From an optimization exercise on the open Yosys and OpenROAD flow, aimed at small area, a short achievable clock period and few clock cycles per item; shortcuts taken in it are not production practice.
The RTL was checked by simulation tests, not by an equivalence proof against the original design.

==> pepper <==
## lbp_pixel_unit
module lbp_pixel_unit (
    input  wire         clk,
    input  wire         rst,
    input  wire         in_valid,
    output wire         in_ready,
    input  wire [7:0]   in_cen,       
    input  wire [511:0] in_samples,   
    input  wire [7:0]   in_p,         
    input  wire [63:0]  in_band,      
    input  wire         in_rule,      
    input  wire         in_order,     
    input  wire [1:0]   in_post,      
    output wire         out_valid,
    input  wire         out_ready,
    output wire [7:0]   out_code,
    output wire [3:0]   out_ecode
);
==> module lbp_one_pm_b, before the edit <==
module lbp_one_pm_b (
    input  wire [62:0] b,
    input  wire        sub,
    output wire        s,
    output reg  [10:0] e,
    output reg  [53:0] sig,
    output reg         up,
    output wire        z
);
    wire [10:0] eb  = b[62:52];
    wire [51:0] f   = b[51:0];
    wire        big = (eb >= 11'd1023);             
    wire [10:0] ds  = 11'd1023 - eb;
    wire [5:0]  dsh = (ds > 11'd56) ? 6'd63 : ds[5:0];
    reg  [55:0] v;
    reg         st;
    integer k;
    always @* begin
        v  = {eb != 11'd0, f, 3'b000};
        st = 1'b0;
        for (k = 0; k < 6; k = k + 1)
            if (dsh[k]) begin
                st = st | ((v & ((56'd1 << (1 << k)) - 56'd1)) != 56'd0);
                v  = v >> (1 << k);
            end
        v[0] = v[0] | st;
    end
    wire [10:0] db  = eb - 11'd1023;
    wire [55:0] oh  = (db >= 11'd55) ? 56'd1 : (56'h80_0000_0000_0000 >> db[5:0]);
    wire [55:0] x   = big ? {1'b1, f, 3'b000} : {1'b1, 55'd0};
    wire [55:0] y   = big ? oh : v;
    wire [56:0] r   = {1'b0, x} + ({1'b0, y} ^ {57{sub}}) + {56'd0, sub};
    wire [10:0] ex  = big ? eb : 11'd1023;
    assign z = sub & (b == 63'h3ff0_0000_0000_0000);      
    assign s = sub & big & ~z;
    reg [55:0] n;
    always @* begin
        if (r[56]) begin
            n = {r[56:2], r[1] | r[0]};
            e = ex + 11'd1;
        end else if (r[55]) begin
            n = r[55:0];
            e = ex;
        end else if (r[54]) begin
            n = {r[54:0], 1'b0};
            e = ex - 11'd1;
        end else begin
            n = r[55:0];
            e = ex;
        end
        if (r[56] | r[55] | r[54]) begin
            sig = {n[55:3], 1'b0};
            up  = n[2] & (n[1] | n[0] | n[3]);
        end else begin
            sig = r[55:2];
            up  = 1'b0;
        end
    end
endmodule
==> flow/config.mk <==
export PLATFORM = sky130hd
export DESIGN_NAME = lbp_pixel_unit
export DESIGN_NICKNAME = lbp_pixel_unit
export VERILOG_FILES = /design/flow/design.v
export SDC_FILE = /design/flow/constraint.sdc
export NUM_CORES = 4
export LEC_CHECK = 0
export ABC_AREA = 1
export CAP_MARGIN = 20
export CORE_MARGIN = 2
export CORE_UTILIZATION = 40
export SLEW_MARGIN = 20
==> flow/constraint.sdc <==
create_clock -name core_clock -period 20.0 [get_ports {clk}]
set_input_delay 4.0000 -clock core_clock [delete_from_list [all_inputs] [get_ports {clk}]]
set_output_delay 4.0000 -clock core_clock [all_outputs]
set_load 0.01 [all_outputs]
standard.sh (not shown) runs the stock make flow with config.mk's settings and CLKGATE_MAP_FILE= SYNTH_SCRIPT=/design/flow/synth_recipe.tcl, a recipe that flattens the netlist after the stock synthesis.
==> flow/flow/run.sh <==
#!/bin/bash
# The standard layout (the standard.sh, unchanged synthesis and steps),
# with the port buffers made of sky130_fd_sc_hd__buf_2 instead of the
# default delay buffer (every input and output port still gets its buffer),
# and timing repair asked to leave 11 ns of setup slack at the design's
# clock period, so that it works on the paths that set the achieved period.
set -o pipefail
cd "$(dirname "$0")/.."
export BUFFER_PORTS_ARGS="-buffer_cell sky130_fd_sc_hd__buf_2"
bash standard.sh SETUP_SLACK_MARGIN=11 finish > standard.log 2>&1
==> xenon (differences from pepper) <==
--- a/flow/design.v
+++ b/flow/design.v
@@ -218,5 +218,9 @@
     wire        big = (eb >= 11'd1023);             
+    wire        bz  = (b == 63'd0);                 
+    assign z = sub & (b == 63'h3ff0_0000_0000_0000);      
+    assign s = sub & big & ~z;
     wire [10:0] ds  = 11'd1023 - eb;
     wire [5:0]  dsh = (ds > 11'd56) ? 6'd63 : ds[5:0];
-    reg  [55:0] v;
+    wire        ds1 = (eb == 11'd1022) & (f != 52'd0);    
+    reg  [55:0] y;
     reg         st;
@@ -224,3 +228,3 @@
     always @* begin
-        v  = {eb != 11'd0, f, 3'b000};
+        y  = {eb != 11'd0, f, 3'b000};
         st = 1'b0;
@@ -228,36 +232,78 @@
             if (dsh[k]) begin
-                st = st | ((v & ((56'd1 << (1 << k)) - 56'd1)) != 56'd0);
-                v  = v >> (1 << k);
+                st = st | ((y & ((56'd1 << (1 << k)) - 56'd1)) != 56'd0);
+                y  = y >> (1 << k);
             end
-        v[0] = v[0] | st;
+        y[0] = y[0] | st;
     end
+    function [56:0] pre_or;
+        input [56:0] v;
+        integer d, i;
+        begin
+            for (d = 1; d < 57; d = d * 2)
+                for (i = 0; i < 57; i = i + 1)
+                    if (i & d)
+                        v[i] = v[i] | v[(i & ~(d - 1)) - 1];
+            pre_or = v;
+        end
+    endfunction
+    function [56:0] pre_and;
+        input [56:0] v;
+        integer d, i;
+        begin
+            for (d = 1; d < 57; d = d * 2)
+                for (i = 0; i < 57; i = i + 1)
+                    if (i & d)
+                        v[i] = v[i] & v[(i & ~(d - 1)) - 1];
+            pre_and = v;
+        end
+    endfunction
+    wire [56:0] yo  = pre_or({1'b0, y});
+    wire [55:0] ylo = {yo[54:0], 1'b0};        
+    wire [55:0] yn = y ^ ylo;                       
     wire [10:0] db  = eb - 11'd1023;
     wire [55:0] oh  = (db >= 11'd55) ? 56'd1 : (56'h80_0000_0000_0000 >> db[5:0]);
-    wire [55:0] x   = big ? {1'b1, f, 3'b000} : {1'b1, 55'd0};
-    wire [55:0] y   = big ? oh : v;
-    wire [56:0] r   = {1'b0, x} + ({1'b0, y} ^ {57{sub}}) + {56'd0, sub};
-    wire [10:0] ex  = big ? eb : 11'd1023;
-    assign z = sub & (b == 63'h3ff0_0000_0000_0000);      
-    assign s = sub & big & ~z;
-    reg [55:0] n;
+    wire [55:0] x   = {1'b1, f, 3'b000};
+    wire [56:0] hmo = pre_or({1'b0, oh});
+    wire [55:0] hm  = hmo[55:0];               
+    wire [56:0] cya = pre_and({1'b1, ~hm | (x ^ {56{sub}})});
+    wire [56:0] cy  = {cya[55:0], 1'b1};       
+    wire [55:0] rb  = x ^ (oh | (hm & ~oh & cy[55:0]));
+    wire        co  = ~sub & cy[56];                
     always @* begin
-        if (r[56]) begin
-            n = {r[56:2], r[1] | r[0]};
-            e = ex + 11'd1;
-        end else if (r[55]) begin
-            n = r[55:0];
-            e = ex;
-        end else if (r[54]) begin
-            n = {r[54:0], 1'b0};
-            e = ex - 11'd1;
-        end else begin
-            n = r[55:0];
-            e = ex;
-        end
-        if (r[56] | r[55] | r[54]) begin
-            sig = {n[55:3], 1'b0};
-            up  = n[2] & (n[1] | n[0] | n[3]);
+        if (!big) begin
+            if (!sub) begin
+                sig = {1'b1, y[54:3], 1'b0};
+                up  = y[2] & (y[1] | y[0] | y[3]);
+                e   = 11'd1023;
+            end else if (bz) begin
+                sig = {1'b1, 53'd0};
+                up  = 1'b0;
+                e   = 11'd1023;
+            end else if (ds1) begin
+                sig = {1'b0, yn[54:2]};
+                up  = 1'b0;
+                e   = 11'd1023;
+            end else begin
+                sig = {yn[54:2], 1'b0};
+                up  = yn[1] & (yn[0] | yn[2]);
+                e   = 11'd1022;
+            end
         end else begin
-            sig = r[55:2];
-            up  = 1'b0;
+            if (co) begin
+                sig = {1'b1, rb[55:4], 1'b0};
+                up  = rb[3] & (rb[2] | rb[1] | rb[0] | rb[4]);
+                e   = eb + 11'd1;
+            end else if (rb[55]) begin
+                sig = {rb[55:3], 1'b0};
+                up  = rb[2] & (rb[1] | rb[0] | rb[3]);
+                e   = eb;
+            end else if (rb[54]) begin
+                sig = {rb[54:2], 1'b0};
+                up  = rb[1] & (rb[0] | rb[2]);
+                e   = eb - 11'd1;
+            end else begin
+                sig = rb[55:2];
+                up  = 1'b0;
+                e   = eb;
+            end
         end
==> flow/flow/run.sh (replaced) <==
#!/bin/bash
# The standard layout (the standard.sh, unchanged synthesis and steps),
# with the port buffers made of sky130_fd_sc_hd__buf_2 instead of the
# default delay buffer (every input and output port still gets its buffer),
# and timing repair asked to leave 9 ns of setup slack at the design's
# clock period, so that it works on the paths that set the achieved period.
set -o pipefail
cd "$(dirname "$0")/.."
export BUFFER_PORTS_ARGS="-buffer_cell sky130_fd_sc_hd__buf_2"
bash standard.sh SETUP_SLACK_MARGIN=9 finish > standard.log 2>&1
--- a/flow/config.mk
+++ b/flow/config.mk
@@ -7,3 +7,2 @@
 export LEC_CHECK = 0
-export ABC_AREA = 1
 export CAP_MARGIN = 20
==> results.cfg <==
[status]
status = complete, no violations

[timing]
fin_skew_ps = 24.90
layout_setup_ws_ps = 11090

[global_routing]
antenna_found_initial = 40

[layout]
seqAreaFraction_pct = 4.713
drive_above_1_share_pct = 23.50
antenna_cells = 24
final_cells = 10470

[synth]
syn_area_per_cell_sq_um = 6.101
syn_nets = 9518

[setup_path]
slowest_stage = a2111oi_1

[die]
start_util_pct = 40.19
# the run above: pepper

==> results.cfg <==
[setup_path]
slowest_stage = a221oi_1

[layout]
seqAreaFraction_pct = 5.275
drive_above_1_share_pct = 14.67
antenna_cells = 38
final_cells = 8909

[timing]
layout_setup_ws_ps = 9119

[synth]
syn_area_per_cell_sq_um = 7.345
syn_nets = 8375
async_reset_ff_share_pct = 0

[status]
status = complete, no violations
# the run above: xenon

Testbench counts of pepper, summed over its fixed seeds: cycles 25,534, items 16,000.
Testbench counts of xenon, summed over its fixed seeds: cycles 25,534, items 16,000.

========
==> inputs of run a <==
Another version of the RTL of lbp_pixel_unit (not shown whole).
Settings: LEC_CHECK=0, CAP_MARGIN=20, CORE_MARGIN=2, CORE_UTILIZATION=40, SLEW_MARGIN=20; clock period 20.0 ns.
run.sh (not shown) runs the stock make flow with config.mk's settings and CLKGATE_MAP_FILE= SYNTH_SCRIPT=/design/flow/synth_recipe.tcl, a recipe that flattens the netlist after the stock synthesis.
Stock flow here: none of the scripts above is used.
==> run b: changes against run a <==
--- a/flow/design.v
+++ b/flow/design.v
@@ -73,24 +73,45 @@
         ck_n = 3'd0;
         for (j = 1; j < 8; j = j + 1)
             if (in_cen[j]) ck_n = j[2:0];
     end
     wire [7:0]  cn_n  = in_cen << (3'd7 - ck_n);
     wire        cz_n  = (in_cen == 8'd0);
     wire [62:0] cenf  = cz_n ? 63'd0 : {11'd1023 + {8'd0, ck_n}, cn_n[6:0], 45'd0};
+    wire [7:0]  cb = {cn_n[6:0], 1'b0};
+    wire [3:0]  bo_n, bt_n;
+    wire [2:0]  bn_n;
+    genvar q;
+    generate
+        for (q = 0; q < 4; q = q + 1) begin : benc
+            wire hi  = (q == 3) ? 1'b0 : cb[2*q+2];
+            wire mid = cb[2*q+1];
+            wire lo  = cb[2*q];
+            assign bo_n[q] = mid ^ lo;
+            assign bt_n[q] = hi ? (~mid & ~lo) : (mid & lo);
+            if (q < 3) begin : neg
+                assign bn_n[q] = hi;
+            end
+        end
+    endgenerate
     reg  [6:0]  cn_r;
+    reg  [3:0]  bo_r, bt_r;
+    reg  [2:0]  bn_r;
     reg  [2:0]  ck_r;
     reg         cz_r;
     always @(posedge clk) begin
         cn_r <= cn_n[6:0];
+        bo_r <= bo_n;
+        bt_r <= bt_n;
+        bn_r <= bn_n;
         ck_r <= ck_n;
         cz_r <= cz_n;
     end
     wire [62:0] bound;      
-    lbp_cen_mul u_mul (.cn(cn_r), .ck(ck_r), .z(cz_r | m_z),
+    lbp_cen_mul u_mul (.cn(cn_r), .bo(bo_r), .bt(bt_r), .bn(bn_r), .ck(ck_r), .z(cz_r | m_z),
                        .e(m_e), .t(m_sig[53:1]), .up(m_up), .y(bound));
     wire        bz   = cz_r | m_z;
     wire        lneg = m_s & ~bz;           
     wire [62:0] xv   = (ph == 2'd0) ? cenf : bound;
     wire        xz   = (ph == 2'd0) ? cz_n : bz;
     wire [1:0]  mode = (ph == 2'd2) ? 2'd2 : ((ph == 2'd1) & lneg) ? 2'd1 : 2'd0;
     wire        cin  = (mode == 2'd0);
@@ -212,15 +233,15 @@
     end
     wire [10:0] db  = eb - 11'd1023;
     wire [55:0] oh  = (db >= 11'd55) ? 56'd1 : (56'h80_0000_0000_0000 >> db[5:0]);
     wire [55:0] x   = big ? {1'b1, f, 3'b000} : {1'b1, 55'd0};
     wire [55:0] y   = big ? oh : v;
     wire [56:0] r   = {1'b0, x} + ({1'b0, y} ^ {57{sub}}) + {56'd0, sub};
     wire [10:0] ex  = big ? eb : 11'd1023;
-    assign z = (r == 57'd0);
+    assign z = sub & (b == 63'h3ff0_0000_0000_0000);      
     assign s = sub & big & ~z;
     reg [55:0] n;
     always @* begin
         if (r[56]) begin
             n = {r[56:2], r[1] | r[0]};
             e = ex + 11'd1;
         end else if (r[55]) begin
@@ -240,76 +261,61 @@
             sig = r[55:2];
             up  = 1'b0;
         end
     end
 endmodule
 module lbp_cen_mul (
     input  wire [6:0]  cn,
+    input  wire [3:0]  bo,
+    input  wire [3:0]  bt,
+    input  wire [2:0]  bn,
     input  wire [2:0]  ck,
     input  wire        z,
     input  wire [10:0] e,
     input  wire [52:0] t,
     input  wire        up,
-    output reg  [62:0] y
+    output wire [62:0] y
 );
-    wire [60:0] prod;
-    lbp_mul8x53 u_p (.c(cn), .t(t), .up(up), .y(prod));
-    reg  [51:0] mant;
-    reg         g;
-    reg         st;
-    reg  [11:0] ey;
-    reg         rup;
-    always @* begin
-        if (prod[60]) begin
-            mant = prod[59:8];
-            g    = prod[7];
-            st   = |prod[6:0];
-            ey   = {1'b0, e} + {9'd0, ck} + 12'd1;
-        end else begin
-            mant = prod[58:7];
-            g    = prod[6];
-            st   = |prod[5:0];
-            ey   = {1'b0, e} + {9'd0, ck};
-        end
-        rup = g & (st | mant[0]);
-        if (z)
-            y = 63'd0;
-        else if (ey >= 12'd2047)
-            y = {11'h7ff, 52'd0};
-        else
-            y = {ey[10:0], mant} + {62'd0, rup};
-    end
+    wire [60:0] p;
+    lbp_mul8x53 u_p (.c(cn), .bo(bo), .bt(bt), .bn(bn), .t(t), .up(up), .y(p));
+    wire [11:0] e0   = {1'b0, e} + {9'd0, ck};
+    wire [11:0] e1   = e0 + 12'd1;
+    wire        rup0 = p[6] & ((|p[5:0]) | p[7]);
+    wire        rup1 = p[7] & ((|p[6:0]) | p[8]);
+    wire [62:0] y0   = (e0 >= 12'd2047) ? {11'h7ff, 52'd0} : ({e0[10:0], p[58:7]} + {62'd0, rup0});
+    wire [62:0] y1   = (e1 >= 12'd2047) ? {11'h7ff, 52'd0} : ({e1[10:0], p[59:8]} + {62'd0, rup1});
+    assign y = z ? 63'd0 : (p[60] ? y1 : y0);
 endmodule
 module lbp_mul8x53 (
     input  wire [6:0]  c,
+    input  wire [3:0]  bo,
+    input  wire [3:0]  bt,
+    input  wire [2:0]  bn,
     input  wire [52:0] t,
     input  wire        up,
     output wire [60:0] y
 );
     function [54:0] brow;
-        input        hi, mid, lo;
+        input        one, two, neg;
         input [52:0] tv;
-        reg          one, two;
         reg   [54:0] ts;
         reg   [53:0] pp;
         integer      i;
         begin
-            one = mid ^ lo;
-            two = hi ? (~mid & ~lo) : (mid & lo);
             ts  = {1'b0, tv, 1'b0};
             for (i = 0; i < 54; i = i + 1)
-                pp[i] = ((one & ts[i+1]) | (two & ts[i])) ^ hi;
-            brow = {hi, pp};
+                pp[i] = ((one & ts[i+1]) | (two & ts[i])) ^ neg;
+            brow = {neg, pp};
         end
     endfunction
     localparam [60:0] K = 61'h1fff_ffff_ffff_ffff - (61'd1 << 54) - (61'd1 << 56) - (61'd1 << 58) + 61'd1;
-    wire [54:0] r0 = brow(c[1], c[0], 1'b0, t);
-    wire [54:0] r1 = brow(c[3], c[2], c[1], t);
-    wire [54:0] r2 = brow(c[5], c[4], c[3], t);
-    wire [54:0] r3 = brow(1'b0, c[6], c[5], t);
+    wire [54:0] r0 = brow(bo[0], bt[0], bn[0], t);
+    wire [54:0] r1 = brow(bo[1], bt[1], bn[1], t);
+    wire [54:0] r2 = brow(bo[2], bt[2], bn[2], t);
+    wire [54:0] r3 = brow(bo[3], bt[3], 1'b0, t);
     wire [60:0] a0 = {6'd0, ~r0[54], r0[53:0]};
     wire [60:0] a1 = {4'd0, ~r1[54], r1[53:0], 1'b0, r0[54]};
     wire [60:0] a2 = {2'd0, ~r2[54], r2[53:0], 1'b0, r1[54], 2'd0};
     wire [60:0] a3 = {1'd0, r3[53:0], 1'b0, r2[54], 4'd0};
     wire [60:0] a4 = {1'b0, t, 7'd0};
     wire [60:0] a5 = K | (up ? {53'd0, 1'b1, c} : 61'd0);
     wire [60:0] s1 = a0 ^ a1 ^ a2;
==> flow/flow/run.sh (new file) <==
#!/bin/bash
# The standard layout (the standard.sh, unchanged synthesis and steps),
# with the port buffers made of sky130_fd_sc_hd__buf_2 instead of the
# default delay buffer: every input and output port still gets its buffer.
set -o pipefail
cd "$(dirname "$0")/.."
export BUFFER_PORTS_ARGS="-buffer_cell sky130_fd_sc_hd__buf_2"
bash standard.sh > standard.log 2>&1
==> flow/standard.sh (new file) <==
#!/bin/bash
# synth_recipe.tcl (not shown) runs the flow's synth.tcl, then flattens the netlist and writes it again
# the make line also repeats each setting of config.mk as NAME=value (left out here)
make -C /OpenROAD-flow-scripts/flow DESIGN_CONFIG=/design/flow/config.mk WORK_HOME=/design/flow/orfs CLKGATE_MAP_FILE= SYNTH_SCRIPT=/design/flow/synth_recipe.tcl "${@:-finish}"
removed: flow/run.sh
==> summary.txt <==
Status: run b finished clean; run a finished clean
Vias in the first global route: run b 53206; run a 51694
Number of antenna violations at the first check in global routing: run b 48; run a 69
Clock buf count: run b 19; run a 17
Nonclk buf count: run b 743; run a 711
Terminating pin of the worst hold path: run b o_ecode[1]$_DFFE_PP_; run a m_sig[1]$_DFF_P_
Row cnt: run b 128; run a 127
Layout multi-input combinational cell count: run b 5595; run a 5646
Number of library cell types mapped by synthesis: run b 110; run a 114
Synthesized netlist net count: run b 8088; run a 8136
Placeable core area: run b 0.122 mm²; run a 0.120 mm²
Gate count after technology mapping: run b 6567; run a 6609
Worst hold slack after final layout: run b 0.452 ns; run a 0.447 ns
Area taken by multi-input logic gates: run b 0.0429 mm²; run a 0.0426 mm²
Adder-cell area share of the yosys netlist: run b 26.1%; run a 26.5%
Testbench counts of run a, summed over its fixed seeds: cycles 25,534, items 16,000.
Testbench counts of run b, summed over its fixed seeds: cycles 25,534, items 16,000.

re-timing with driven ports:
The flow's constraints put no driver on any port. The routed layouts listed below were extracted and timed again, unchanged, in two steps.
Step 1 (the two cells are an assumption about what drives the block):
set clk [get_ports {clk}]
set_driving_cell -lib_cell sky130_fd_sc_hd__clkbuf_16 $clk
set_driving_cell -lib_cell sky130_fd_sc_hd__buf_2 [delete_from_list [all_inputs] $clk]
Step 2, shift: input delay + t, output delay - t, t = (earliest + latest rising clock arrival at the registers) / 2. This alone moves slack from input paths to output paths.
Slacks: no drivers / after step 1 / after step 2; pairs: no drivers / after step 1.
| run | t, ns | setup WS [ns] | latest minus earliest clock arrival (ns) |
|---|---|---|---|
| pepper | 0.546 | 11.093 / 11.082 / 10.536 | 0.028 / 0.029 |
| xenon | 0.530 | 9.119 / 9.154 / 8.624 | 0.021 / 0.021 |
| run a | 0.567 | 4.686 / 4.686 / 4.686 | 0.024 / 0.023 |
| run b | 0.575 | 7.097 / 7.097 / 6.873 | 0.034 / 0.034 |
After both steps every run listed still meets setup and hold. The setup slack of pepper, which loses most, moves by -0.011 ns with the drivers and by -0.557 ns with both steps.
